Background: an optimization exercise with open tools, aiming at a short achievable clock period and few clock cycles. Do not read the settings as production practice. RTL that was checked went through simulation tests only; none was proved equivalent to the original. For run 1, only the layout was checked, not whether the RTL still works. Power and IR drop assume default switching activity.

<file path="flow/config.mk">
export PLATFORM = sky130hd
export DESIGN_NAME = hmmm_core
export DESIGN_NICKNAME = hmmm_core
export VERILOG_FILES = /design/flow/design.v
export SDC_FILE = /design/flow/constraint.sdc
export NUM_CORES = 4
export LEC_CHECK = 0
export ABC_CLOCK_PERIOD_IN_PS = 3000
export CAP_MARGIN = 20
export CORE_MARGIN = 2
export CORE_UTILIZATION = 30
export SLEW_MARGIN = 20
</file>
<file path="flow/constraint.sdc">
create_clock -name core_clock -period 12.0 [get_ports {clk}]
set_input_delay 2.4000 -clock core_clock [delete_from_list [all_inputs] [get_ports {clk}]]
set_output_delay 2.4000 -clock core_clock [all_outputs]
set_load 0.01 [all_outputs]
</file>
<file path="flow/design.v">
module hmmm_core (
    input  wire        clk,
    input  wire        rst,           
    input  wire [8:0]  code_limit,
    input  wire [5:0]  exc_en,        
    input  wire [1:0]  ibp_en,
    input  wire [7:0]  ibp0_addr,
    input  wire [7:0]  ibp1_addr,
    input  wire        cmd_cont,
    input  wire        cmd_step,
    input  wire        cmd_pause,
    input  wire        in_valid,
    input  wire        in_eof,
    input  wire [15:0] in_data,
    output wire        out_valid,
    output wire [15:0] out_data,
    output reg         mem_req,
    output reg         mem_we,
    output reg  [7:0]  mem_addr,
    output wire [15:0] mem_wdata,
    input  wire        mem_ack,
    input  wire [15:0] mem_rdata,
    output wire [2:0]  state,
    output wire [3:0]  stop_reason,
    output wire [15:0] pc_out,
    output wire [1:0]  bp_hit,
    output wire        exc_valid,
    output wire [2:0]  exc_kind,
    output wire [15:0] exc_epc,
    output wire [15:0] exc_addr,
    input  wire [3:0]  dbg_sel,
    output wire [15:0] dbg_rdata
);
    localparam integer DSTEPS = 2;
    localparam [2:0] RS_READY   = 3'd0,
                     RS_RUNNING = 3'd1,
                     RS_PAUSED  = 3'd2,
                     RS_HALTED  = 3'd3,
                     RS_AWAIT   = 3'd4;
    localparam [3:0] SR_NONE      = 4'd0,
                     SR_PAUSE     = 4'd1,
                     SR_BREAK     = 4'd2,
                     SR_EXCEPTION = 4'd3,
                     SR_STEP      = 4'd4,
                     SR_HALT      = 4'd5,
                     SR_INPUT_END = 4'd6,
                     SR_FATAL     = 4'd7;
    localparam [2:0] EX_INVALID_INSTR = 3'd1,
                     EX_INVALID_MEM   = 3'd2,
                     EX_OUTSIDE_SEG   = 3'd3,
                     EX_CODE_READ     = 3'd4,
                     EX_CODE_WRITE    = 3'd5,
                     EX_DIV_ZERO      = 3'd6;
    localparam [2:0] PH_EX    = 3'd0,    
                     PH_MUL   = 3'd1,    
                     PH_DINIT = 3'd2,    
                     PH_DITER = 3'd3,    
                     PH_DFIN  = 3'd4,    
                     PH_FIN   = 3'd5;    
    reg [8:0]  cfg_cl;
    reg [5:0]  cfg_een;
    reg [1:0]  cfg_ben;
    reg [7:0]  cfg_b0, cfg_b1;
    always @(posedge clk) begin
        cfg_cl  <= code_limit;
        cfg_een <= exc_en;
        cfg_ben <= ibp_en;
        cfg_b0  <= ibp0_addr;
        cfg_b1  <= ibp1_addr;
    end
    function [16:0] kadd(input [15:0] a, input [15:0] b, input ci);
        reg [15:0] g, p, gg, pp;
        integer lv, n;
        begin
            g = a & b;
            p = a ^ b;
            gg = g;
            pp = p;
            gg[0] = g[0] | (p[0] & ci);
            for (lv = 0; lv < 4; lv = lv + 1) begin
                for (n = 15; n >= 1; n = n - 1) begin
                    if (n >= (1 << lv)) begin
                        gg[n] = gg[n] | (pp[n] & gg[n - (1 << lv)]);
                        pp[n] = pp[n] & pp[n - (1 << lv)];
                    end
                end
            end
            kadd = {gg[15], p ^ {gg[14:0], ci}};
        end
    endfunction
    function kge(input [15:0] a, input [15:0] b);
        reg [16:0] t;
        begin
            t = kadd(a, ~b, 1'b1);
            kge = t[16];
        end
    endfunction
    reg [2:0]  runstate;
    reg [3:0]  reason;
    reg [2:0]  phase;
    reg [15:0] pc;
    reg [15:0] ir;              
    reg        irv;
    reg [15:0] ir2;             
    reg        irv2;
    reg [15:0] regs [1:15];
    localparam integer CB = 5;
    localparam integer CN = 1 << CB;
    reg [15:0]   c_data [0:CN-1];
    reg [7-CB:0] c_tag  [0:CN-1];
    reg [CN-1:0] c_val;
    reg [7:0]  pf;              
    wire [7:0] pf_ahead = pf - pc[7:0];
    wire       pf_want = !kge({8'd0, pf}, {7'd0, cfg_cl}) && (pf_ahead < (CN / 2));
    reg        exc_v;
    reg [2:0]  exc_k;
    reg [15:0] exc_pc;
    reg [15:0] exc_a;
    reg [1:0]  hit_ids;
    reg        suppress;
    reg        mask_latch_v;
    reg        mask_latch_w;    
    reg        pause_req;
    reg        step_mode;
    reg [3:0]  lx;              
    reg        o_valid;
    reg [15:0] o_data;
    reg [15:0] m_as, m_ac, m_bs, m_bc;    
    reg [15:0] dv_a;            
    reg [15:0] dv_b;            
    reg [15:0] dv_q;
    reg [3:0]  dv_cnt;          
    reg        dv_mod;
    reg        dv_qneg;
    reg        dv_rneg;
    reg [15:0] dv_y, dv_z;      
    reg        memo_v;
    reg [15:0] memo_y, memo_z, memo_q, memo_r;
    assign state       = runstate;
    assign stop_reason = reason;
    assign pc_out      = pc;
    assign bp_hit      = hit_ids;
    assign exc_valid   = exc_v;
    assign exc_kind    = exc_k;
    assign exc_epc     = exc_pc;
    assign exc_addr    = exc_a;
    reg [15:0] dbg_or;
    integer d;
    always @(*) begin
        dbg_or = 16'd0;
        for (d = 1; d < 16; d = d + 1)
            dbg_or = dbg_or | ({16{dbg_sel == d}} & regs[d]);
    end
    assign dbg_rdata   = dbg_or;
    assign out_valid = o_valid;
    assign out_data  = o_data;
    wire running = (runstate == RS_RUNNING);
    wire [3:0]  op  = ir[15:12];
    wire [3:0]  fx  = ir[11:8];
    wire [3:0]  fy  = ir[7:4];
    wire [3:0]  fz  = ir[3:0];
    wire [7:0]  fn  = ir[7:0];
    wire [15:0] sn  = {{8{fn[7]}}, fn};
    wire [15:0] rx = (fx == 4'd0) ? 16'd0 : regs[fx];
    wire [15:0] ry = (fy == 4'd0) ? 16'd0 : regs[fy];
    wire [15:0] rz = (fz == 4'd0) ? 16'd0 : regs[fz];
    wire is_sys    = (op == 4'h0);
    wire is_halt   = (ir == 16'h0000);
    wire is_read   = is_sys && (fn == 8'h01);
    wire is_write  = is_sys && (fn == 8'h02);
    wire is_jumpr  = is_sys && (fn == 8'h03);
    wire is_setn   = (op == 4'h1);
    wire is_loadn  = (op == 4'h2);
    wire is_storen = (op == 4'h3);
    wire is_memr   = (op == 4'h4);
    wire is_loadr  = is_memr && (fz == 4'h0);
    wire is_storer = is_memr && (fz == 4'h1);
    wire is_popr   = is_memr && (fz == 4'h2);
    wire is_pushr  = is_memr && (fz == 4'h3);
    wire is_addn   = (op == 4'h5);
    wire is_add    = (op == 4'h6);
    wire is_sub    = (op == 4'h7);
    wire is_mul    = (op == 4'h8);
    wire is_div    = (op == 4'h9);
    wire is_mod    = (op == 4'hA);
    wire is_call   = (op == 4'hB);
    wire is_jeqz   = (op == 4'hC);
    wire is_jnez   = (op == 4'hD);
    wire is_jgtz   = (op == 4'hE);
    wire is_jltz   = (op == 4'hF);
    wire valid_instr = is_halt || is_read || is_write || is_jumpr ||
                       (op != 4'h0 && op != 4'h4) ||
                       (is_memr && fz[3:2] == 2'b00);
    wire        is_mem_op    = is_loadn || is_storen || (is_memr && fz[3:2] == 2'b00);
    wire        mem_is_write = is_storen || is_storer || is_pushr;
    wire        mem_direct   = is_loadn || is_storen;
    wire [16:0] ry_dec_c     = kadd(ry, 16'hFFFF, 1'b0);
    wire [16:0] ry_inc_c     = kadd(ry, 16'd0, 1'b1);
    wire [15:0] ry_dec       = ry_dec_c[15:0];
    wire [15:0] ry_inc       = ry_inc_c[15:0];
    wire [15:0] mem_ea       = mem_direct ? {8'd0, fn} : is_popr ? ry_dec : ry;
    reg [15:0] q_hi, q_zero, q_256, q_lt, q_le;
    reg [7:0]  q_dec [0:15];
    integer j;
    always @(*) begin
        q_hi[0] = 1'b0; q_zero[0] = 1'b1; q_256[0] = 1'b0;
        q_lt[0] = (cfg_cl != 9'd0); q_le[0] = 1'b1; q_dec[0] = 8'hFF;
        for (j = 1; j < 16; j = j + 1) begin
            q_hi[j]   = (regs[j][15:8] != 8'd0);
            q_zero[j] = (regs[j] == 16'd0);
            q_256[j]  = (regs[j] == 16'd256);
            q_lt[j]   = !kge(regs[j], {7'd0, cfg_cl});
            q_le[j]   = kge({7'd0, cfg_cl}, regs[j]);
            q_dec[j]  = regs[j][7:0] - 8'd1;
        end
    end
    wire [7:0]  mem_ea8      = mem_direct ? fn : is_popr ? q_dec[fy] : ry[7:0];
    wire        ry_hi        = q_hi[fy];
    wire        ry_zero      = q_zero[fy];
    wire        mem_oor      = !mem_direct && (is_popr ? (ry_zero || (ry_hi && !q_256[fy])) : ry_hi);
    wire        fn_in_code   = !kge({8'd0, fn}, {7'd0, cfg_cl});
    wire        ry_lt_cl     = q_lt[fy];
    wire        ry_le_cl     = q_le[fy];
    wire        mem_in_code  = mem_direct ? fn_in_code :
                               is_popr ? (!ry_zero && ry_le_cl) : ry_lt_cl;
    wire        mask_en      = mem_is_write ? cfg_een[EX_CODE_WRITE - 1] : cfg_een[EX_CODE_READ - 1];
    wire        latched      = mask_latch_v && (mask_latch_w == mem_is_write);
    wire        mask_stop    = mem_in_code && mask_en && !suppress && !latched;
    wire [16:0] pc_inc_c = kadd(pc, 16'd0, 1'b1);
    wire [15:0] pc_inc  = pc_inc_c[15:0];
    wire rx_zero = (rx == 16'd0);
    wire take_branch = (is_jeqz && rx_zero) ||
                       (is_jnez && !rx_zero) ||
                       (is_jgtz && !rx[15] && !rx_zero) ||
                       (is_jltz && rx[15]);
    wire [1:0] ibp_match = {cfg_ben[1] && (pc == {8'd0, cfg_b1}),
                            cfg_ben[0] && (pc == {8'd0, cfg_b0})};
    wire [16:0] neg_y = kadd(~ry, 16'd0, 1'b1);
    wire [16:0] neg_z = kadd(~rz, 16'd0, 1'b1);
    wire [15:0] abs_y = ry[15] ? neg_y[15:0] : ry;
    wire [15:0] abs_z = rz[15] ? neg_z[15:0] : rz;
    wire [16:0] alu_addn = kadd(rx, sn, 1'b0);
    wire [16:0] alu_add  = kadd(ry, rz, 1'b0);
    wire [16:0] alu_sub  = kadd(ry, ~rz, 1'b1);
    wire [15:0] alu_res = is_setn ? sn :
                          is_addn ? alu_addn[15:0] :
                          is_add  ? alu_add[15:0] :
                          is_sub  ? alu_sub[15:0] :
                                    pc_inc;       
    function [4:0] msb16(input [15:0] v);
        integer k;
        begin
            msb16 = 5'd0;
            for (k = 0; k < 16; k = k + 1)
                if (v[k]) msb16 = k[4:0];
        end
    endfunction
    wire [4:0]  dv_la = msb16(dv_a);
    wire [4:0]  dv_lb = msb16(dv_b);
    wire        dv_small = (dv_a == 16'd0) || (dv_la < dv_lb);    
    wire [3:0]  dv_s = dv_la[3:0] - dv_lb[3:0];
    wire [4:0]  ex_ly    = msb16(ry);
    wire [4:0]  ex_lz    = msb16(rz);
    wire        ex_pos   = !ry[15] && !rz[15];
    wire        ex_small = (ry == 16'd0) || (ex_ly < ex_lz);
    wire [3:0]  ex_s     = ex_ly[3:0] - ex_lz[3:0];
    wire        memo_hit = memo_v && (ry == memo_y) && (rz == memo_z);
    wire        ex_dv_now = memo_hit || (ex_pos && ex_small);
    wire [15:0] ex_dv_res = memo_hit ? (is_mod ? memo_r : memo_q) : (is_mod ? ry : 16'd0);
    reg [15:0] it_r, it_q, it_b;
    reg [16:0] it_t;
    integer k;
    always @(*) begin
        it_r = dv_a;
        it_q = dv_q;
        it_b = dv_b;
        for (k = 0; k < DSTEPS; k = k + 1) begin
            if (k <= dv_cnt) begin
                it_t = kadd(it_r, ~it_b, 1'b1);
                if (it_t[16]) begin
                    it_r = it_t[15:0];
                    it_q = {it_q[14:0], 1'b1};
                end else begin
                    it_q = {it_q[14:0], 1'b0};
                end
                it_b = {1'b0, it_b[15:1]};
            end
        end
    end
    wire it_done = (dv_cnt < DSTEPS);
    wire dv_neg  = dv_mod ? dv_rneg : dv_qneg;
    wire [15:0] dv_fin_pos = dv_mod ? dv_a : dv_q;
    wire [16:0] dv_fin_n = kadd(~dv_fin_pos, 16'd0, 1'b1);
    wire [15:0] dv_fin = dv_neg ? dv_fin_n[15:0] : dv_fin_pos;
    function [31:0] csa(input [15:0] a, input [15:0] b, input [15:0] c);
        csa = {a ^ b ^ c, ((a & b) | (a & c) | (b & c)) << 1};
    endfunction
    function [31:0] csa8(input [15:0] y, input [7:0] z, input integer sh);
        reg [15:0] p0, p1, p2, p3, p4, p5, p6, p7;
        reg [31:0] t1a, t1b, t2a, t2b, t3, t4;
        begin
            p0 = z[0] ? (y << (sh + 0)) : 16'd0;
            p1 = z[1] ? (y << (sh + 1)) : 16'd0;
            p2 = z[2] ? (y << (sh + 2)) : 16'd0;
            p3 = z[3] ? (y << (sh + 3)) : 16'd0;
            p4 = z[4] ? (y << (sh + 4)) : 16'd0;
            p5 = z[5] ? (y << (sh + 5)) : 16'd0;
            p6 = z[6] ? (y << (sh + 6)) : 16'd0;
            p7 = z[7] ? (y << (sh + 7)) : 16'd0;
            t1a = csa(p0, p1, p2);
            t1b = csa(p3, p4, p5);
            t2a = csa(t1a[31:16], t1a[15:0], t1b[31:16]);
            t2b = csa(t1b[15:0], p6, p7);
            t3  = csa(t2a[31:16], t2a[15:0], t2b[31:16]);
            t4  = csa(t3[31:16], t3[15:0], t2b[15:0]);
            csa8 = t4;
        end
    endfunction
    wire [31:0] mul_lo = csa8(ry, rz[7:0], 0);
    wire [31:0] mul_hi = csa8(ry, rz[15:8], 8);
    wire [31:0] mul_t1 = csa(m_as, m_ac, m_bs);
    wire [31:0] mul_t2 = csa(mul_t1[31:16], mul_t1[15:0], m_bc);
    wire [16:0] mul_sum = kadd(mul_t2[31:16], mul_t2[15:0], 1'b0);
    wire [15:0] mul_res = mul_sum[15:0];
    wire pc_in_seg = !kge(pc, {7'd0, cfg_cl});
    wire ex_phase = running && (phase == PH_EX);
    wire fetching = ex_phase && !irv;
    wire ex_start = ex_phase && irv && !pause_req &&
                    pc_in_seg && !(ibp_match != 2'b00 && !suppress);
    wire acc_ok   = ex_start && is_mem_op && !mem_oor && !mask_stop;
    wire acc_done = acc_ok && mem_ack;
    wire st_done  = acc_done && mem_is_write;
    assign mem_wdata = rx;
    wire port_data = ex_phase && irv && is_mem_op;
    wire port_pf   = !fetching && !port_data;
    wire pf_fill   = port_pf && pf_want && mem_ack;
    always @(*) begin
        mem_req  = !rst;
        mem_we   = acc_ok && mem_is_write;
        mem_addr = fetching ? pc[7:0] : port_data ? mem_ea8 : pf;
    end
    wire [7:0]  lka1 = pc_inc[7:0];    
    wire        lkf1 = pf_fill && (pf == lka1);
    wire        lks1 = st_done && (mem_ea8 == lka1);
    wire [15:0] lkd1 = lks1 ? rx : lkf1 ? mem_rdata : c_data[lka1[CB-1:0]];
    wire        lkh1 = lks1 || lkf1 || (c_val[lka1[CB-1:0]] && (c_tag[lka1[CB-1:0]] == lka1[7:CB]));
    wire [7:0]  lka5 = pc_inc[7:0] + 8'd1;    
    wire        lkf5 = pf_fill && (pf == lka5);
    wire        lks5 = st_done && (mem_ea8 == lka5);
    wire [15:0] lkd5 = lks5 ? rx : lkf5 ? mem_rdata : c_data[lka5[CB-1:0]];
    wire        lkh5 = lks5 || lkf5 || (c_val[lka5[CB-1:0]] && (c_tag[lka5[CB-1:0]] == lka5[7:CB]));
    wire [7:0]  lka2 = fn;    
    wire        lkf2 = pf_fill && (pf == lka2);
    wire        lks2 = st_done && (mem_ea8 == lka2);
    wire [15:0] lkd2 = lks2 ? rx : lkf2 ? mem_rdata : c_data[lka2[CB-1:0]];
    wire        lkh2 = lks2 || lkf2 || (c_val[lka2[CB-1:0]] && (c_tag[lka2[CB-1:0]] == lka2[7:CB]));
    wire [7:0]  lka6 = fn + 8'd1;
    wire        lkf6 = pf_fill && (pf == lka6);
    wire        lks6 = st_done && (mem_ea8 == lka6);
    wire [15:0] lkd6 = lks6 ? rx : lkf6 ? mem_rdata : c_data[lka6[CB-1:0]];
    wire        lkh6 = lks6 || lkf6 || (c_val[lka6[CB-1:0]] && (c_tag[lka6[CB-1:0]] == lka6[7:CB]));
    wire [7:0]  lka3 = rx[7:0];    
    wire        lkf3 = pf_fill && (pf == lka3);
    wire        lks3 = st_done && (mem_ea8 == lka3);
    wire [15:0] lkd3 = lks3 ? rx : lkf3 ? mem_rdata : c_data[lka3[CB-1:0]];
    wire        lkh3 = lks3 || lkf3 || (c_val[lka3[CB-1:0]] && (c_tag[lka3[CB-1:0]] == lka3[7:CB]));
    wire [7:0]  lka7 = rx[7:0] + 8'd1;
    wire        lkf7 = pf_fill && (pf == lka7);
    wire        lks7 = st_done && (mem_ea8 == lka7);
    wire [15:0] lkd7 = lks7 ? rx : lkf7 ? mem_rdata : c_data[lka7[CB-1:0]];
    wire        lkh7 = lks7 || lkf7 || (c_val[lka7[CB-1:0]] && (c_tag[lka7[CB-1:0]] == lka7[7:CB]));
    wire [7:0]  lka4 = ir2[7:0];    
    wire        lkf4 = pf_fill && (pf == lka4);
    wire        lks4 = st_done && (mem_ea8 == lka4);
    wire [15:0] lkd4 = lks4 ? rx : lkf4 ? mem_rdata : c_data[lka4[CB-1:0]];
    wire        lkh4 = lks4 || lkf4 || (c_val[lka4[CB-1:0]] && (c_tag[lka4[CB-1:0]] == lka4[7:CB]));
    wire [7:0]  lka8 = ir2[7:0] + 8'd1;
    wire        lkf8 = pf_fill && (pf == lka8);
    wire        lks8 = st_done && (mem_ea8 == lka8);
    wire [15:0] lkd8 = lks8 ? rx : lkf8 ? mem_rdata : c_data[lka8[CB-1:0]];
    wire        lkh8 = lks8 || lkf8 || (c_val[lka8[CB-1:0]] && (c_tag[lka8[CB-1:0]] == lka8[7:CB]));
    wire [15:0] seq_d = lks1 ? rx : irv2 ? ir2 : lkd1;
    wire        seq_h = lks1 || irv2 || lkh1;
    integer i;
    reg        rf_we;
    reg [3:0]  rf_wa;
    reg [15:0] rf_wd;
    task write_reg(input [3:0] r, input [15:0] v);
        begin
            rf_we = 1'b1;
            rf_wa = r;
            rf_wd = v;
        end
    endtask
    always @(*) begin
        rf_we = 1'b0;
        rf_wa = lx;
        rf_wd = 16'd0;
        if (runstate == RS_AWAIT) begin
            if (in_valid && !in_eof)
                write_reg(lx, in_data);
        end else if (running) begin
            case (phase)
            PH_EX: begin
                if (ex_start) begin
                    if (is_setn || is_addn || is_add || is_sub || is_call)
                        write_reg(fx, alu_res);
                    else if ((is_loadn || is_loadr || is_popr) && acc_done)
                        write_reg(fx, mem_rdata);
                    else if ((is_div || is_mod) && rz != 16'd0 && ex_dv_now)
                        write_reg(fx, ex_dv_res);
                end
            end
            PH_MUL:   write_reg(lx, mul_res);
            PH_DINIT: if (dv_small && !(dv_mod && dv_rneg)) write_reg(lx, dv_mod ? dv_a : 16'd0);
            PH_DITER: if (it_done && !dv_neg) write_reg(lx, dv_mod ? it_r : it_q);
            PH_DFIN:  write_reg(lx, dv_fin);
            default: ;
            endcase
        end
    end
    wire ry_we = acc_done && (is_pushr || is_popr);
    wire [15:0] ry_wd = is_pushr ? ry_inc : ry_dec;
    always @(posedge clk) begin
        if (rst) begin
            for (i = 1; i < 16; i = i + 1)
                regs[i] <= 16'd0;
        end else begin
            for (i = 1; i < 16; i = i + 1) begin
                if (rf_we && rf_wa == i)
                    regs[i] <= rf_wd;
                else if (ry_we && fy == i)
                    regs[i] <= ry_wd;
            end
        end
    end
    always @(posedge clk) begin
        if (rst) begin
            c_val <= {CN{1'b0}};
        end else if (fetching && mem_ack) begin
            c_val[pc[CB-1:0]]  <= 1'b1;
            c_tag[pc[CB-1:0]]  <= pc[7:CB];
            c_data[pc[CB-1:0]] <= mem_rdata;
        end else if (pf_fill) begin
            c_val[pf[CB-1:0]]  <= 1'b1;
            c_tag[pf[CB-1:0]]  <= pf[7:CB];
            c_data[pf[CB-1:0]] <= mem_rdata;
        end else if (st_done && c_tag[mem_ea8[CB-1:0]] == mem_ea8[7:CB]) begin
            c_data[mem_ea8[CB-1:0]] <= rx;
        end
    end
    task finish(input [15:0] next_pc, input [15:0] next_ir, input next_irv,
                input [15:0] next_ir2, input next_irv2);
        begin
            pc   <= next_pc;
            ir   <= next_ir;
            irv  <= next_irv;
            ir2  <= next_ir2;
            irv2 <= next_irv2;
            if (next_pc != pc)
                mask_latch_v <= 1'b0;
            suppress <= 1'b0;
            phase <= PH_EX;
            if (step_mode) begin
                runstate <= RS_PAUSED;
                reason   <= SR_STEP;
                hit_ids  <= 2'b00;
            end
        end
    endtask
    task fatal(input [2:0] kind, input [15:0] addr);
        begin
            exc_v    <= 1'b1;
            exc_k    <= kind;
            exc_pc   <= pc;
            exc_a    <= addr;
            runstate <= RS_HALTED;
            reason   <= cfg_een[kind - 3'd1] ? SR_EXCEPTION : SR_FATAL;
            hit_ids  <= 2'b00;
            phase    <= PH_EX;
        end
    endtask
    always @(posedge clk) begin
        if (rst)
            pf <= 8'd0;
        else if (fetching && mem_ack)
            pf <= pc[7:0] + 8'd1;
        else if (pf_fill)
            pf <= pf + 8'd1;
    end
    wire        inc_bp = (cfg_ben[1] && pc_inc == {8'd0, cfg_b1}) ||
                         (cfg_ben[0] && pc_inc == {8'd0, cfg_b0});
    wire        fold_ok = irv2 && !lks1 && (ir2[15:8] == 8'hB0) && !step_mode &&
                          (pc_inc[8:0] != cfg_cl) && !inc_bp && !pause_req && !cmd_pause;
    task finish_seq;
        begin
            if (fold_ok) begin
                pc   <= {8'd0, ir2[7:0]};
                ir   <= lkd4;
                irv  <= lkh4;
                ir2  <= lkd8;
                irv2 <= lkh8;
                mask_latch_v <= 1'b0;
                suppress <= 1'b0;
                phase <= PH_EX;
            end else begin
                finish(pc_inc, seq_d, seq_h, lkd5, lkh5);
            end
        end
    endtask
    always @(posedge clk) begin
        if (rst) begin
            runstate     <= RS_READY;
            reason       <= SR_NONE;
            phase        <= PH_EX;
            pc           <= 16'd0;
            ir           <= 16'd0;
            irv          <= 1'b0;
            ir2          <= 16'd0;
            irv2         <= 1'b0;
            exc_v        <= 1'b0;
            exc_k        <= 3'd0;
            exc_pc       <= 16'd0;
            exc_a        <= 16'd0;
            hit_ids      <= 2'b00;
            suppress     <= 1'b0;
            mask_latch_v <= 1'b0;
            mask_latch_w <= 1'b0;
            pause_req    <= 1'b0;
            step_mode    <= 1'b0;
            lx           <= 4'd0;
            o_valid      <= 1'b0;
            o_data       <= 16'd0;
            m_as         <= 16'd0;
            m_ac         <= 16'd0;
            m_bs         <= 16'd0;
            m_bc         <= 16'd0;
            dv_a         <= 16'd0;
            dv_b         <= 16'd0;
            dv_q         <= 16'd0;
            dv_cnt       <= 4'd0;
            dv_mod       <= 1'b0;
            dv_qneg      <= 1'b0;
            dv_rneg      <= 1'b0;
            dv_y         <= 16'd0;
            dv_z         <= 16'd0;
            memo_v       <= 1'b0;
            memo_y       <= 16'd0;
            memo_z       <= 16'd0;
            memo_q       <= 16'd0;
            memo_r       <= 16'd0;
        end else begin
            o_valid <= 1'b0;
            if (cmd_pause)
                pause_req <= 1'b1;
            case (runstate)
            RS_READY, RS_PAUSED: begin
                if (cmd_cont || cmd_step) begin
                    step_mode <= cmd_step;
                    if (reason == SR_BREAK || reason == SR_EXCEPTION || reason == SR_STEP)
                        suppress <= 1'b1;
                    runstate <= RS_RUNNING;
                    phase    <= PH_EX;
                end
            end
            RS_AWAIT: begin
                if (in_valid) begin
                    if (in_eof) begin
                        runstate <= RS_HALTED;
                        reason   <= SR_INPUT_END;
                        hit_ids  <= 2'b00;
                    end else begin
                        runstate <= RS_RUNNING;
                        finish_seq;
                    end
                end
            end
            RS_RUNNING: begin
                case (phase)
                PH_EX: begin
                    if (!irv) begin
                        if (mem_ack) begin
                            ir   <= mem_rdata;
                            irv  <= 1'b1;
                            ir2  <= lkd1;
                            irv2 <= lkh1;
                        end
                    end else if (pause_req) begin
                        pause_req <= 1'b0;
                        runstate  <= RS_PAUSED;
                        reason    <= SR_PAUSE;
                        hit_ids   <= 2'b00;
                    end else if (!pc_in_seg) begin
                        fatal(EX_OUTSIDE_SEG, pc);
                    end else if (ibp_match != 2'b00 && !suppress) begin
                        runstate <= RS_PAUSED;
                        reason   <= SR_BREAK;
                        hit_ids  <= ibp_match;
                    end else begin
                        lx <= fx;
                        if (!valid_instr) begin
                            fatal(EX_INVALID_INSTR, 16'd0);
                        end else if (is_mem_op) begin
                            if (mem_oor) begin
                                fatal(EX_INVALID_MEM, mem_ea);
                            end else if (mask_stop) begin
                                exc_v        <= 1'b1;
                                exc_k        <= mem_is_write ? EX_CODE_WRITE : EX_CODE_READ;
                                exc_pc       <= pc;
                                exc_a        <= mem_ea;
                                mask_latch_v <= 1'b1;
                                mask_latch_w <= mem_is_write;
                                runstate     <= RS_PAUSED;
                                reason       <= SR_EXCEPTION;
                                hit_ids      <= 2'b00;
                            end else if (mem_ack) begin
                                finish_seq;
                            end
                        end else if (is_div || is_mod) begin
                            if (rz == 16'd0) begin
                                fatal(EX_DIV_ZERO, 16'd0);
                            end else if (ex_dv_now) begin
                                finish_seq;
                            end else if (ex_pos) begin
                                dv_a    <= ry;
                                dv_b    <= rz << ex_s;
                                dv_cnt  <= ex_s;
                                dv_q    <= 16'd0;
                                dv_y    <= ry;
                                dv_z    <= rz;
                                dv_mod  <= is_mod;
                                dv_qneg <= 1'b0;
                                dv_rneg <= 1'b0;
                                phase   <= PH_DITER;
                            end else begin
                                dv_y    <= ry;
                                dv_z    <= rz;
                                dv_a    <= abs_y;
                                dv_b    <= abs_z;
                                dv_mod  <= is_mod;
                                dv_qneg <= ry[15] ^ rz[15];
                                dv_rneg <= ry[15];
                                phase   <= PH_DINIT;
                            end
                        end else if (is_mul) begin
                            m_as  <= mul_lo[31:16];
                            m_ac  <= mul_lo[15:0];
                            m_bs  <= mul_hi[31:16];
                            m_bc  <= mul_hi[15:0];
                            phase <= PH_MUL;
                        end else if (is_halt) begin
                            runstate <= RS_HALTED;
                            reason   <= SR_HALT;
                            hit_ids  <= 2'b00;
                        end else if (is_read) begin
                            runstate <= RS_AWAIT;
                        end else if (is_write) begin
                            o_valid <= 1'b1;
                            o_data  <= rx;
                            if (step_mode)
                                phase <= PH_FIN;
                            else
                                finish_seq;
                        end else if (is_jumpr) begin
                            finish(rx, lkd3, lkh3, lkd7, lkh7);
                        end else if (is_call || take_branch) begin
                            finish({8'd0, fn}, lkd2, lkh2, lkd6, lkh6);
                        end else begin
                            finish_seq;
                        end
                    end
                end
                PH_MUL: begin
                    finish_seq;
                end
                PH_DINIT: begin
                    if (dv_small) begin
                        dv_q <= 16'd0;
                        if (dv_mod && dv_rneg)
                            phase <= PH_DFIN;
                        else
                            finish_seq;
                    end else begin
                        dv_b   <= dv_b << dv_s;
                        dv_cnt <= dv_s;
                        dv_q   <= 16'd0;
                        phase  <= PH_DITER;
                    end
                end
                PH_DITER: begin
                    dv_a   <= it_r;
                    dv_q   <= it_q;
                    dv_b   <= it_b;
                    dv_cnt <= dv_cnt - DSTEPS[3:0];
                    if (it_done) begin
                        if (!dv_qneg && !dv_rneg) begin
                            memo_v <= 1'b1;
                            memo_y <= dv_y;
                            memo_z <= dv_z;
                            memo_q <= it_q;
                            memo_r <= it_r;
                        end
                        if (dv_neg)
                            phase <= PH_DFIN;
                        else
                            finish_seq;
                    end
                end
                PH_DFIN: begin
                    finish_seq;
                end
                PH_FIN: begin
                    finish_seq;
                end
                default: phase <= PH_EX;
                endcase
            end
            default: ;   
            endcase
        end
    end
endmodule
</file>
<file path="flow/flow/run.sh">
#!/bin/bash
set -euo pipefail
MARGIN=$(cat flow/margin.txt 2>/dev/null || echo 6)
bash standard.sh synth floorplan place > flow_1_synth_place.log 2>&1
bash standard.sh SETUP_SLACK_MARGIN="$MARGIN" TNS_END_PERCENT=0 cts > flow_2_cts.log 2>&1
bash standard.sh SETUP_SLACK_MARGIN="$MARGIN" TNS_END_PERCENT=0 finish > flow_3_route_finish.log 2>&1
</file>
<file path="flow/flow/margin.txt">
6
</file>
<file path="flow/standard.sh">
#!/bin/bash
# synth_recipe.tcl (not shown) runs the flow's synth.tcl, then flattens the netlist and writes it again
# the make line also repeats each setting of config.mk as NAME=value (left out here)
make -C /OpenROAD-flow-scripts/flow DESIGN_CONFIG=/design/flow/config.mk WORK_HOME=/design/flow/orfs CLKGATE_MAP_FILE= SYNTH_SCRIPT=/design/flow/synth_recipe.tcl "${@:-finish}"
</file>
==> summary.txt, run 1 <==
Clock Pin Slew Worst Setup and Hold Paths = 70 ps
Sequential share of the synthesized area = 25.2%
Die width = 644 µm
Non-filler cells, final = 18300
Post-layout nets = 13300
Type of the worst setup path = reg -> reg
Largest net degree at the start of global routing = 141
Worst min-delay path class = reg -> reg
Max frequency = 0.127 GHz
Worst VDD drop = 0.527 mV
CTS tree = built
Cells after DPL = 17800
Std cell rows = 234
Sw frac = 58.2%
Fin crit period = 7900 ps
Die height = 644 µm
Combinational share of power = 78.0%
Syn. warnings = 19
H-tree levels = 4
Share of layout cells above drive strength 1 = 22.0%
Clk root buf = clkbuf_16
Antenna violations before repair = 98
Post-synth ARST share = 0%
Post-synth EDFFs = 608
Routed Antenna Nets = 0
Max-slew violation count = 0
Worst-path fanout max = 48
DIE AREA = 0.414 mm²
Mean Syn Cell Area = 9.56 µm²
Synth Instances = 12800
Max-Cap Viols = 0
Hold Worst Slack = 438 ps
DRT Pass-1 Iters = 16
Max stage delay on crit path = 770 ps
Number of hold violations in the final report = 0
Pre-CTS WS = 2800 ps
Run status = finished clean
Syn Nets = 13400
Worst Skew = 154 ps
CTS buffer count = 159
Hpwl dp = 503 mm
Library cells used by synthesis = 117
Seq pwr share = 11.0%
Critical path data arrival time = 8500 ps
Total global-route track usage = 34.0%
Initial Utilization = 30.2%
CP startpoint kind = flop
Part of the cycle the worst path needs = 65.9%
Core box area = 0.407 mm²
Via density = 6.96
Critical Path Most Common Cell = nand2_1
Final setup violation count = 0
Net Switching = 0.0275 W
Io pins = 197
Synth Cell Area = 0.123 mm²
CP max-delay cell = o22ai_4
Worst slew pin tran = 1340 ps
Rel. slew slack = 9.33%
Final WL = 736 mm
First-pass GRT wire length = 992 mm
Routed len/inst = 40.3 µm
RSZ-0062 raised after global routing = true
Internal = 0.0197 W
Vias in the first global route = 116000
Critical Path, Cell by Cell = buf_12 > nor2_4 > and3_1 > nand2_1 > nand2_1 > mux2i_1 > nor2_4 > buf_4 > nand2_1 > a311oi_1 > o21ai_0 > a21oi_1 > a21oi_1 > xor2_1 > and4b_1 > buf_4 > nand2_1 > o22ai_4 > buf_4
Vias = 127000
Clock latency on the worst-skew pair = 1020 ps
Synth Flop Type = dfxtp_1
Static Leak = 46.3 nW
Yosys reg bits = 1244
DR iter-0 viols = 23100
Critical path's top delay family = simple AND/OR/NAND/NOR gates
DRC viols = 0
Area delta synth->final = 14.5%
Grt ovf = 0
CTS sink count = 1244
Fillcell total = 41000
IO buf count = 196
Max Buffers Root-to-Sink = 4
Final worst setup slack = 4100 ps
Power Density = 336 mW/mm²
Setup TNS = 0 ps
Clock power share = 11.0%
Buf/Inv on CP = 4
GP Congestion = 1.10
CP Capture Type = flop
CP Data Required Time = 12600 ps
-- logic make-up after synthesis --
family                     after synthesis  synth area share (%)
xor gates and xnor gates               417                  2.99
DFF                                   1244                  25.2
buffers and inverters                 1543                  5.03
adders and majority gates              504                  5.69
AOI/OAI and AO/OA                     3083                  16.8
muxes                                 1793                  28.3
and+or+nand+nor                       4255                  16.0
-- routing by layer --
metal / GRT usage, % / vias up / routed length [µm]
met3: 15.6 / 3264 / 117000
met5: 0.439 / - / 743
met4: 26.3 / 70 / 72500
met1: 40.3 / 62600 / 250000
li1: - / 49400 / -
met2: 47.5 / 12000 / 296000
-- cells in the mapped netlist, drive strengths merged (29+ instances only) --
cell,count,area (µm²)
o2111ai,33,289
a31oi,124,803
o21ai,549,2770
edfxtp,608,18300
nor2,874,3290
a21o,109,818
a21oi,775,3890
fa,91,1820
a22oi,207,1550
nor3,226,1250
and3,166,1040
a311oi,141,1230
o211ai,65,488
ha,413,5170
nor2b,117,732
xnor2,300,2630
nand4,119,744
nand2,1761,6620
o2bb2ai,49,429
a2111oi,37,358
a222oi,43,430
or3,45,282
dfxtp,636,12700
nor4,107,752
nand2b,101,639
clkbuf,776,2910
mux4,1331,30000
nand3,507,2540
a221oi,73,639
a22o,47,412
nor3b,29,228
nand3b,33,248
inv,349,1310
buf,409,1920
and2,45,282
mux2i,388,3880
xor2,116,1020
o21a,37,278
or4,37,282
mux2,74,837
o31ai,47,353
o22ai,221,1400
a211oi,242,1850
-- registers in the layout, summed over array words and instances, names as in the netlist, 32 cells and up, named ones only --
name / flops
c_tag: 96
regs: 240
c_val: 32
c_data: 512
-- power groups by stage --
stage / registers [W] / logic, W / clock network [W]
2_1_floorplan: 0.00487 / 0.0209 / 0
3_3_place_gp: 0.00530 / 0.0335 / 0
3_5_place_dp: 0.00531 / 0.0336 / 0
4_1_cts: 0.00517 / 0.0341 / 0.00519
5_1_grt: 0.00518 / 0.0370 / 0.00533
6_report: 0.00519 / 0.0368 / 0.00520
-- timing repair --
item / in CTS / in global routing
gates resized for setup: 147 / 156
hold buffers: 0 / 0
endpoints found under the setup margin: 1545 / 1562
endpoints found under the hold margin: 0 / 0
cloned: 3 / 5
buffers inserted: 61 / 45
pin swaps: 29 / 38
-- tightest hold or removal path: cells and delay by family, from the launching register on --
family             cells  cell delay [ps]
AOI/OAI and AO/OA      1               50
DFF                    1              320
and+or+nand+nor        1               50
-- worst paths after layout --
| path | startpoint | endpoint | slack (ps) | depth (start not counted) |
|---|---|---|---|---|
| hold reg to reg | dv_z[4] | memo_z[4] | 440 | 2 |
| hold / removal | dv_z[4] | memo_z[4] | 440 | 2 |
| setup / recovery | ir[2] | c_data[12][1] | 4100 | 19 |
| setup reg to reg | ir[2] | c_data[12][1] | 4100 | 19 |
-- through the flow --
stage                     total power (W)  utilization, %  area [µm²]
after global routing               0.0476            34.5      140000
after global placement             0.0388            32.5      132000
after floorplan                    0.0257               -      123000
after CTS                          0.0445            34.2      139000
final                              0.0472            34.5      141000
after detailed placement           0.0389            32.6      133000
-- cell type report --
cell class / count / area [µm²] / share of cell area, %
multi-input cells: 10100 / 88000 / 62.6
flip-flops and latches: 1244 / 31100 / 22.1
repair buffers: 854 / 7800 / 5.55
well taps: 5428 / 6790 / 4.83
clock buffers: 205 / 4350 / 3.10
inverters: 358 / 1400 / 0.997
clock inverters: 84 / 991 / 0.705
diodes: 56 / 140 / 0.0997
-- cells in the final DEF (no fill, tap or decap), drive strengths merged, types with 73 or more instances in the layout --
cell           Yosys  layout
nand2           1761    1761
mux4            1331    1331
nor2             874     874
a21oi            775     777
buf              409     658
dfxtp            636     636
edfxtp           608     608
o21ai            549     549
nand3            507     507
ha               413     413
mux2i            388     388
inv              349     357
xnor2            300     300
a211oi           242     242
nor3             226     226
o22ai            221     221
clkbuf           776     210
a22oi            207     207
clkdlybuf4s50      0     185
and3             166     166
a311oi           141     141
a31oi            124     124
nand4            119     119
nor2b            117     117
xor2             116     116
a21o             109     109
nor4             107     107
nand2b           101     101
fa                91      91
mux2              74      74
a221oi            73      73
==> run 2, diff against run 1 <==
--- a/flow/design.v
+++ b/flow/design.v
@@ -111,4 +111,7 @@
     reg [CN-1:0] c_val;
     reg [7:0]  pf;              
+    reg        sp_v;
+    reg [7:0]  sp_a;
+    reg [15:0] sp_d;
     wire [7:0] pf_ahead = pf - pc[7:0];
     wire       pf_want = !kge({8'd0, pf}, {7'd0, cfg_cl}) && (pf_ahead < (CN / 2));
@@ -343,41 +346,43 @@
     wire        lkf1 = pf_fill && (pf == lka1);
     wire        lks1 = st_done && (mem_ea8 == lka1);
-    wire [15:0] lkd1 = lks1 ? rx : lkf1 ? mem_rdata : c_data[lka1[CB-1:0]];
-    wire        lkh1 = lks1 || lkf1 || (c_val[lka1[CB-1:0]] && (c_tag[lka1[CB-1:0]] == lka1[7:CB]));
+    wire        lkp1 = sp_v && (sp_a == lka1);
+    wire [15:0] lkd1 = lks1 ? rx : lkp1 ? sp_d : lkf1 ? mem_rdata : c_data[lka1[CB-1:0]];
+    wire        lkh1 = lks1 || lkp1 || lkf1 || (c_val[lka1[CB-1:0]] && (c_tag[lka1[CB-1:0]] == lka1[7:CB]));
     wire [7:0]  lka5 = pc_inc[7:0] + 8'd1;    
     wire        lkf5 = pf_fill && (pf == lka5);
     wire        lks5 = st_done && (mem_ea8 == lka5);
-    wire [15:0] lkd5 = lks5 ? rx : lkf5 ? mem_rdata : c_data[lka5[CB-1:0]];
-    wire        lkh5 = lks5 || lkf5 || (c_val[lka5[CB-1:0]] && (c_tag[lka5[CB-1:0]] == lka5[7:CB]));
+    wire        lkp5 = sp_v && (sp_a == lka5);
+    wire [15:0] lkd5 = lks5 ? rx : lkp5 ? sp_d : lkf5 ? mem_rdata : c_data[lka5[CB-1:0]];
+    wire        lkh5 = lks5 || lkp5 || lkf5 || (c_val[lka5[CB-1:0]] && (c_tag[lka5[CB-1:0]] == lka5[7:CB]));
     wire [7:0]  lka2 = fn;    
     wire        lkf2 = pf_fill && (pf == lka2);
     wire        lks2 = st_done && (mem_ea8 == lka2);
-    wire [15:0] lkd2 = lks2 ? rx : lkf2 ? mem_rdata : c_data[lka2[CB-1:0]];
-    wire        lkh2 = lks2 || lkf2 || (c_val[lka2[CB-1:0]] && (c_tag[lka2[CB-1:0]] == lka2[7:CB]));
+    wire        lkp2 = sp_v && (sp_a == lka2);
+    wire [15:0] lkd2 = lks2 ? rx : lkp2 ? sp_d : lkf2 ? mem_rdata : c_data[lka2[CB-1:0]];
+    wire        lkh2 = lks2 || lkp2 || lkf2 || (c_val[lka2[CB-1:0]] && (c_tag[lka2[CB-1:0]] == lka2[7:CB]));
     wire [7:0]  lka6 = fn + 8'd1;
     wire        lkf6 = pf_fill && (pf == lka6);
     wire        lks6 = st_done && (mem_ea8 == lka6);
-    wire [15:0] lkd6 = lks6 ? rx : lkf6 ? mem_rdata : c_data[lka6[CB-1:0]];
-    wire        lkh6 = lks6 || lkf6 || (c_val[lka6[CB-1:0]] && (c_tag[lka6[CB-1:0]] == lka6[7:CB]));
+    wire        lkp6 = sp_v && (sp_a == lka6);
+    wire [15:0] lkd6 = lks6 ? rx : lkp6 ? sp_d : lkf6 ? mem_rdata : c_data[lka6[CB-1:0]];
+    wire        lkh6 = lks6 || lkp6 || lkf6 || (c_val[lka6[CB-1:0]] && (c_tag[lka6[CB-1:0]] == lka6[7:CB]));
     wire [7:0]  lka3 = rx[7:0];    
     wire        lkf3 = pf_fill && (pf == lka3);
     wire        lks3 = st_done && (mem_ea8 == lka3);
-    wire [15:0] lkd3 = lks3 ? rx : lkf3 ? mem_rdata : c_data[lka3[CB-1:0]];
-    wire        lkh3 = lks3 || lkf3 || (c_val[lka3[CB-1:0]] && (c_tag[lka3[CB-1:0]] == lka3[7:CB]));
-    wire [7:0]  lka7 = rx[7:0] + 8'd1;
-    wire        lkf7 = pf_fill && (pf == lka7);
-    wire        lks7 = st_done && (mem_ea8 == lka7);
-    wire [15:0] lkd7 = lks7 ? rx : lkf7 ? mem_rdata : c_data[lka7[CB-1:0]];
-    wire        lkh7 = lks7 || lkf7 || (c_val[lka7[CB-1:0]] && (c_tag[lka7[CB-1:0]] == lka7[7:CB]));
+    wire        lkp3 = sp_v && (sp_a == lka3);
+    wire [15:0] lkd3 = lks3 ? rx : lkp3 ? sp_d : lkf3 ? mem_rdata : c_data[lka3[CB-1:0]];
+    wire        lkh3 = lks3 || lkp3 || lkf3 || (c_val[lka3[CB-1:0]] && (c_tag[lka3[CB-1:0]] == lka3[7:CB]));
     wire [7:0]  lka4 = ir2[7:0];    
     wire        lkf4 = pf_fill && (pf == lka4);
     wire        lks4 = st_done && (mem_ea8 == lka4);
-    wire [15:0] lkd4 = lks4 ? rx : lkf4 ? mem_rdata : c_data[lka4[CB-1:0]];
-    wire        lkh4 = lks4 || lkf4 || (c_val[lka4[CB-1:0]] && (c_tag[lka4[CB-1:0]] == lka4[7:CB]));
+    wire        lkp4 = sp_v && (sp_a == lka4);
+    wire [15:0] lkd4 = lks4 ? rx : lkp4 ? sp_d : lkf4 ? mem_rdata : c_data[lka4[CB-1:0]];
+    wire        lkh4 = lks4 || lkp4 || lkf4 || (c_val[lka4[CB-1:0]] && (c_tag[lka4[CB-1:0]] == lka4[7:CB]));
     wire [7:0]  lka8 = ir2[7:0] + 8'd1;
     wire        lkf8 = pf_fill && (pf == lka8);
     wire        lks8 = st_done && (mem_ea8 == lka8);
-    wire [15:0] lkd8 = lks8 ? rx : lkf8 ? mem_rdata : c_data[lka8[CB-1:0]];
-    wire        lkh8 = lks8 || lkf8 || (c_val[lka8[CB-1:0]] && (c_tag[lka8[CB-1:0]] == lka8[7:CB]));
+    wire        lkp8 = sp_v && (sp_a == lka8);
+    wire [15:0] lkd8 = lks8 ? rx : lkp8 ? sp_d : lkf8 ? mem_rdata : c_data[lka8[CB-1:0]];
+    wire        lkh8 = lks8 || lkp8 || lkf8 || (c_val[lka8[CB-1:0]] && (c_tag[lka8[CB-1:0]] == lka8[7:CB]));
     wire [15:0] seq_d = lks1 ? rx : irv2 ? ir2 : lkd1;
     wire        seq_h = lks1 || irv2 || lkh1;
@@ -422,4 +427,17 @@
     wire ry_we = acc_done && (is_pushr || is_popr);
     wire [15:0] ry_wd = is_pushr ? ry_inc : ry_dec;
+    wire        inc_bp = (cfg_ben[1] && pc_inc == {8'd0, cfg_b1}) ||
+                         (cfg_ben[0] && pc_inc == {8'd0, cfg_b0});
+    wire        fold_c  = irv2 && !lks1 && (ir2[15:12] == 4'hB) && !step_mode &&
+                          (pc_inc[8:0] != cfg_cl) && !inc_bp && !pause_req && !cmd_pause;
+    wire [3:0]  fold_x     = ir2[11:8];
+    wire        simple_seq = ex_start &&
+                             (((is_setn || is_addn || is_add || is_sub) && fx != fold_x) ||
+                              ((is_jeqz || is_jnez || is_jgtz || is_jltz) && !take_branch));
+    wire        fold_lk    = fold_c && (fold_x != 4'd0) && simple_seq;
+    wire [16:0] pc_inc2_c  = kadd(pc, 16'd1, 1'b1);
+    wire        p2_we = ry_we || fold_lk;
+    wire [3:0]  p2_wa = fold_lk ? fold_x : fy;
+    wire [15:0] p2_wd = fold_lk ? pc_inc2_c[15:0] : ry_wd;
     always @(posedge clk) begin
         if (rst) begin
@@ -430,6 +448,6 @@
                 if (rf_we && rf_wa == i)
                     regs[i] <= rf_wd;
-                else if (ry_we && fy == i)
-                    regs[i] <= ry_wd;
+                else if (p2_we && p2_wa == i)
+                    regs[i] <= p2_wd;
             end
         end
@@ -438,14 +456,22 @@
         if (rst) begin
             c_val <= {CN{1'b0}};
-        end else if (fetching && mem_ack) begin
-            c_val[pc[CB-1:0]]  <= 1'b1;
-            c_tag[pc[CB-1:0]]  <= pc[7:CB];
-            c_data[pc[CB-1:0]] <= mem_rdata;
-        end else if (pf_fill) begin
-            c_val[pf[CB-1:0]]  <= 1'b1;
-            c_tag[pf[CB-1:0]]  <= pf[7:CB];
-            c_data[pf[CB-1:0]] <= mem_rdata;
-        end else if (st_done && c_tag[mem_ea8[CB-1:0]] == mem_ea8[7:CB]) begin
-            c_data[mem_ea8[CB-1:0]] <= rx;
+            sp_v  <= 1'b0;
+            sp_a  <= 8'd0;
+            sp_d  <= 16'd0;
+        end else begin
+            sp_v <= st_done;
+            sp_a <= mem_ea8;
+            sp_d <= rx;
+            if (sp_v && c_tag[sp_a[CB-1:0]] == sp_a[7:CB])
+                c_data[sp_a[CB-1:0]] <= sp_d;
+            if (fetching && mem_ack) begin
+                c_val[pc[CB-1:0]]  <= 1'b1;
+                c_tag[pc[CB-1:0]]  <= pc[7:CB];
+                c_data[pc[CB-1:0]] <= mem_rdata;
+            end else if (pf_fill) begin
+                c_val[pf[CB-1:0]]  <= 1'b1;
+                c_tag[pf[CB-1:0]]  <= pf[7:CB];
+                c_data[pf[CB-1:0]] <= mem_rdata;
+            end
         end
     end
@@ -489,8 +515,5 @@
             pf <= pf + 8'd1;
     end
-    wire        inc_bp = (cfg_ben[1] && pc_inc == {8'd0, cfg_b1}) ||
-                         (cfg_ben[0] && pc_inc == {8'd0, cfg_b0});
-    wire        fold_ok = irv2 && !lks1 && (ir2[15:8] == 8'hB0) && !step_mode &&
-                          (pc_inc[8:0] != cfg_cl) && !inc_bp && !pause_req && !cmd_pause;
+    wire        fold_ok = fold_c && ((fold_x == 4'd0) || fold_lk);
     task finish_seq;
         begin
@@ -663,5 +686,5 @@
                                 finish_seq;
                         end else if (is_jumpr) begin
-                            finish(rx, lkd3, lkh3, lkd7, lkh7);
+                            finish(rx, lkd3, lkh3, 16'd0, 1'b0);
                         end else if (is_call || take_branch) begin
                             finish({8'd0, fn}, lkd2, lkh2, lkd6, lkh6);
==> flow/flow/run.sh (replaced) <==
#!/bin/bash
set -euo pipefail
read -r CM CT GM GT < flow/repair.txt
bash standard.sh synth floorplan place > flow_1_synth_place.log 2>&1
bash standard.sh SETUP_SLACK_MARGIN="$CM" TNS_END_PERCENT="$CT" cts > flow_2_cts.log 2>&1
bash standard.sh SETUP_SLACK_MARGIN="$GM" TNS_END_PERCENT="$GT" finish > flow_3_route_finish.log 2>&1
==> flow/flow/repair.txt (new file) <==
6 0 6 0
--- a/flow/config.mk
+++ b/flow/config.mk
@@ -9,4 +9,4 @@
 export CAP_MARGIN = 20
 export CORE_MARGIN = 2
-export CORE_UTILIZATION = 30
+export CORE_UTILIZATION = 35
 export SLEW_MARGIN = 20
removed: flow/flow/margin.txt
==> summary.txt, run 2 <==
Run status = finished clean
DR iter-0 viols = 27200
Type of the worst setup path = reg -> reg
Syn. warnings = 19
Fillcell total = 36000
Max-slew violation count = 0
RSZ-0062 raised after global routing = true
Clock latency on the worst-skew pair = 1010 ps
Max Buffers Root-to-Sink = 4
First-pass GRT wire length = 1090 mm
Fin crit period = 7890 ps
CTS tree = built
Max frequency = 0.127 GHz
Share of layout cells above drive strength 1 = 20.4%
Worst-path fanout max = 32
Clock Pin Slew Worst Setup and Hold Paths = 70 ps
Worst slew pin tran = 1320 ps
Core box area = 0.363 mm²
Hold Worst Slack = 451 ps
R2R Path End = regs[2][5]
Worst Hold Path EP = memo_z[10]
Post-layout nets = 14500
Antenna violations before repair = 80
CTS Hold Buffers Added = 0
Yosys reg bits = 1269
Most frequent cells in the layout = nand2_1, mux4_2, nor2_1, o21ai_0, a21oi_1
Count leader, synth = nand2_1
Max reg flops = 512
Power Density = 346 mW/mm²
Cells taking the most area after synthesis = mux4_2, edfxtp_1, dfxtp_1, nand2_1, ha_1
Rel. slew slack = 11.8%
Final setup violation count = 0
Reg2Reg Depth = 19
Largest net degree at the start of global routing = 112
Hold_sp = dv_z[10]
Sequential share of the synthesized area = 24.6%
Hold path cells = 2
Synth Cell Area = 0.128 mm²
Via density = 7.30
Grt ovf = 0
DIE AREA = 0.370 mm²
DRC viols = 0
Io pins = 197
Final WL = 810 mm
GP Congestion = 1.11
Static Leak = 49.1 nW
Die width = 608 µm
CTS buffer count = 165
Hpwl dp = 556 mm
Routed Antenna Nets = 0
Syn Nets = 14700
Post-synth EDFFs = 608
Worst Skew = 140 ps
Library cells used by synthesis = 137
R2R setup slack = 4110 ps
CP Data Required Time = 12810 ps
Cell taking the most area after synthesis = mux4_2
Vias = 138000
Leading cell types by count after synthesis = nand2_1, mux4_2, nor2_1
Post-synth ARST share = 0%
Most common cell after layout, fill and taps aside = nand2_1
Area delta synth->final = 13.6%
DRT Pass-1 Iters = 10
Total global-route track usage = 42.1%
Part of the cycle the worst path needs = 65.8%
Worst min-delay path class = reg -> reg
Setup TNS = 0 ps
Clk root buf = clkbuf_16
Number of hold violations in the final report = 0
Synth top area share = 21.2%
Std cell rows = 221
Critical path data arrival time = 8700 ps
Mean Syn Cell Area = 9.04 µm²
FF-to-FF Start = ir[9]
CP startpoint kind = flop
Die height = 608 µm
H-tree levels = 4
Synth Flop Type = dfxtp_1
CP Capture Type = flop
CTS sink count = 1269
Max-Cap Viols = 0
Initial Utilization = 35.2%
IO buf count = 196
Synth Instances = 14100
Worst VDD drop = 0.451 mV
Routed len/inst = 42.9 µm
Vias in the first global route = 125000
[run 2: cell count changes after synthesis, sizes merged, moves of 57 or more]
cell	before	now
nand2	1761	2213
o21ai	549	920
nor2	874	1085
nand3	507	309
clkbuf	776	957
mux4	1331	1202
a211oi	242	350
mux2	74	151
a22oi	207	150
o22ai	221	164
[run 2: worst max-delay path: stages, from the launching register on]
cell and delay, ps:
dfxtp_2 400, buf_4 310, nand2_1 910, a21oi_1 90, a2111o_1 470, o31ai_4 190
buf_4 400, inv_1 80, buf_4 250, a211o_1 330, nor4_1 830, nand4b_1 430
mux2i_2 630, nor2_2 340, buf_4 300, a31oi_2 810, buf_4 280, nor2_1 50
a2111o_1 390, o21ai_1 80
[run 2: cell type report]
type	instances	area [µm²]	share of cell area [%]
diodes	75	188	0.129
inverters	398	1560	1.07
well taps	4794	6000	4.13
multi-input cells	11100	91800	63.2
repair buffers	938	8410	5.79
flip-flops and latches	1269	31600	21.8
clock inverters	96	1100	0.759
clock buffers	200	4490	3.10
[run 2: kinds of logic (layout without fill, tap and decap cells)]
| kind of cell | Yosys count | count (layout) | synth area share (%) |
|---|---|---|---|
| flops | 1269 | 1269 | 24.6 |
| simple gates | 4835 | 4835 | 17.1 |
| other cells | 0 | 75 | 0 |
| compound gates | 3550 | 3551 | 18.4 |
| mux | 1776 | 1776 | 25.8 |
| xor+xnor | 461 | 461 | 3.19 |
| buf+inv | 1733 | 1632 | 5.41 |
| fa+ha+maj | 506 | 506 | 5.49 |
[run 2: how the worst max path moves through the flow]
stage | startpoint | slack [ps] | cells past startpoint | endpoint
5_1_grt | ir[5] | 4320 | 14 | mem_we
6_report | ir[9] | 4110 | 19 | regs[2][5]
2_1_floorplan | ir[11] | 5300 | 27 | regs[13][15]
4_1_cts | ir[4] | 4710 | 12 | mem_we
3_5_place_dp | ir[7] | 2910 | 29 | regs[11][1]
3_3_place_gp | ir[7] | 3030 | 29 | regs[11][1]
[run 2: power by group]
part | leakage [nW] | internal, W | total [W] | switching (W)
combinational | 35.5 | 0.0132 | 0.0391 | 0.0259
sequential | 10.9 | 0.00497 | 0.00568 | 0.000709
clock | 2.71 | 0.00304 | 0.00543 | 0.00239
total | 49.1 | 0.0212 | 0.0502 | 0.0290
[run 2: layer usage]
| metal | up-vias | GRT usage (%) | part of all wire [%] |
|---|---|---|---|
| met1 | 67300 | 49.9 | 34 |
| met5 | - | 1.23 | 0.065 |
| met4 | 32 | 36.3 | 11 |
| met3 | 3924 | 20.1 | 16 |
| li1 | 53300 | - | - |
| met2 | 13400 | 56.5 | 39 |
[run 2: repair_timing]
| item | CTS | global route |
|---|---|---|
| pin swaps | 51 | 8 |
| resized for setup | 288 | 14 |
| endpoints found under the setup margin | 928 | 1400 |
| setup buffers | 85 | 8 |
| gates cloned | 12 | 0 |
[run 2: per-stage QoR]
step	std cells	utilization [%]	setup WS [ps]	total power [W]	instance area, µm²
floorplan	14100	-	5300	0.0273	128000
global placement	18400	37.7	3030	0.0412	137000
detailed placement	18400	37.7	2910	0.0413	137000
CTS	18800	39.9	4710	0.0478	145000
global route	18800	40.0	4320	0.0505	145000
finish	18900	40.0	4110	0.0502	145000
Testbench counts of run 2, summed over its fixed seeds: cycles 28,963.
==> run 3, diff against run 2 <==
==> flow/flow/repair.txt (replaced) <==
6 0 5 100
==> summary.txt, run 3 <==
Library cells used by synthesis = 137
H-tree levels = 4
CP Capture Type = primary output
Syn Nets = 14700
Clk root buf = clkbuf_16
Footprint of the multi-input gates = 0.0925 mm²
FF+latch area = 0.0316 mm²
Post-synth EDFFs = 608
Type of the worst setup path = reg -> out
Count leader, synth = nand2_1
Sequential share of the synthesized area = 24.6%
DRT Pass-1 Iters = 10
Area delta synth->final = 15.0%
Rel. slew slack = 8.11%
Max frequency = 0.129 GHz
Most frequent cells in the layout = nand2_1, mux4_2, nor2_1, o21ai_0, a21oi_1
CTS tree = built
Total global-route track usage = 42.1%
Mean Syn Cell Area = 9.04 µm²
Share of layout cells above drive strength 1 = 21.7%
Post-synth ARST share = 0%
Synth Cell Area = 0.128 mm²
Area post-placement = 0.137 mm²
Final instance area = 0.147 mm²
Max Buffers Root-to-Sink = 4
Die height = 608 µm
Routed Antenna Nets = 0
Clock Pin Slew Worst Setup and Hold Paths = 60 ps
Core box area = 0.363 mm²
DR iter-0 viols = 27200
Most common cell after layout, fill and taps aside = nand2_1
Initial Utilization = 35.2%
DIE AREA = 0.370 mm²
Vias in the first global route = 125000
Critical path data arrival time = 5360 ps
Fillcell total = 35900
CP startpoint kind = flop
Antenna violations before repair = 78
Final setup violation count = 0
Pre-CTS WS = 2910 ps
Worst slew pin tran = 1360 ps
Die width = 608 µm
Synth top area share = 21.2%
CP Data Required Time = 9600 ps
CTS buffer count = 165
Leading cell types by count after synthesis = nand2_1, mux4_2, nor2_1
Max reg flops = 512
Cells taking the most area after synthesis = mux4_2, edfxtp_1, dfxtp_1, nand2_1, ha_1
Final WL = 817 mm
Largest net degree at the start of global routing = 112
Final worst setup slack = 4240 ps
Post-layout nets = 14600
Vias = 139000
Number of hold violations in the final report = 0
Fin crit period = 7760 ps
Part of the cycle the worst path needs = 64.6%
Power Density = 348 mW/mm²
RSZ-0062 raised after global routing = true
Io pins = 197
Worst VDD drop = 0.494 mV
Fin util = 40.5%
Static Leak = 49.9 nW
Routed len/inst = 43.0 µm
GP Congestion = 1.11
DRC viols = 0
Syn. warnings = 19
Setup TNS = 0 ps
CTS sink count = 1269
Max-Cap Viols = 0
Cell taking the most area after synthesis = mux4_2
Synth Instances = 14100
Hpwl dp = 556 mm
Grt ovf = 0
Max-slew violation count = 0
Std cell rows = 221
Worst min-delay path class = reg -> reg
IO buf count = 196
Run status = finished clean
Synth Flop Type = dfxtp_1
First-pass GRT wire length = 1090 mm
Worst Skew = 138 ps
Worst-path fanout max = 6
Clock latency on the worst-skew pair = 1010 ps
Yosys reg bits = 1269
Via density = 7.30
## run 3: cell counts after synthesis
No cell type changed its count.
## run 3: metal layers
layer | track usage (%) | share of wire (%)
met1 | 49.9 | 34
met5 | 1.23 | 0.061
met2 | 56.5 | 38
met3 | 20.1 | 16
met4 | 36.3 | 11
## run 3: power by group
part / switching (W) / internal [W]
Clock: 0.00239 / 0.00304
Sequential: 0.000725 / 0.00497
Combinational: 0.0264 / 0.0136
## run 3: final timing paths
check,startpoint,end,slack [ps],cells past startpoint
min,dv_z[10],memo_z[10],450,2
max reg2reg,ir[8],ir[0],4810,18
max,ir[7],mem_we,4240,11
min reg2reg,dv_z[10],memo_z[10],450,2
## run 3: worst max-delay path: stages (launching register included)
cell and delay (ps):
dfxtp_4 450, buf_6 170, clkinvlp_4 190, buf_12 210, nor3_1 1050, a311oi_1 210, and4_1 320, nand3_1 540
or4_4 330, nand3_2 140, nor3_4 510, buf_2 230
## run 3: cell families after synthesis
logic type | after synthesis | synth area share [%]
buffers and inverters | 1733 | 5.41
DFF | 1269 | 24.6
adders and majority gates | 506 | 5.49
xor gates and xnor gates | 461 | 3.19
muxes | 1776 | 25.8
and+or+nand+nor | 4835 | 17.1
AOI/OAI and AO/OA | 3550 | 18.4
## run 3: repair_timing
action,in CTS,in global routing
pin swaps,51,71
buffers inserted,85,100
gates cloned,12,8
endpoints found under the hold margin,0,0
hold buffers,0,0
endpoints found under the setup margin,928,440
gates resized for setup,288,231
## run 3: final cells by class
cell class	instances	area share [%]
Clock inverter	96	0.750
Inverter	398	1.09
Clock buffer	200	3.06
Timing Repair Buffer	1035	6.46
Multi-Input combinational cell	11100	62.9
Tap cell	4794	4.08
Sequential cell	1269	21.5
Antenna cell	66	0.112
## run 3: stage by stage
step           instances  power (W)  hold slack [ps]
6_report           19000     0.0512              449
3_5_place_dp       18400     0.0413              443
4_1_cts            18800     0.0478              447
3_3_place_gp       18400     0.0412              438
2_1_floorplan      14100     0.0273              432
5_1_grt            18900     0.0514              467

[afterwards: timing with drivers on the ports]
The results above use ideal ports. As a check the final layouts listed here were re-extracted and re-timed, cells and wires unchanged.
Step 1: set_driving_cell puts a clkbuf_16 on clk and a buf_2 on each other input, an assumption about the parent block.
Step 2 moves the port delays by t, midway between the first and last clock arrival at a register: inputs arrive t later, outputs are due t later. That takes back most of the time a late clock gives input paths.
a / b / c = ideal / step 1 / step 2; a / b = the first two.
run | shift t [ns] | slack for setup (ns) | hold WS [ns]
run 1 | 1.047 | 4.096 / 4.054 / 4.096 | 0.438 / 0.438 / 0.438
run 2 | 1.054 | 4.109 / 4.109 / 3.833 | 0.451 / 0.451 / 0.451
run 3 | 1.050 | 4.245 / 4.133 / 4.244 | 0.449 / 0.449 / 0.449
After both steps setup and hold are still met in every run listed. For run 2, which loses most, drivers alone change the setup slack by 0.000 ns; drivers and shift together by -0.276 ns.
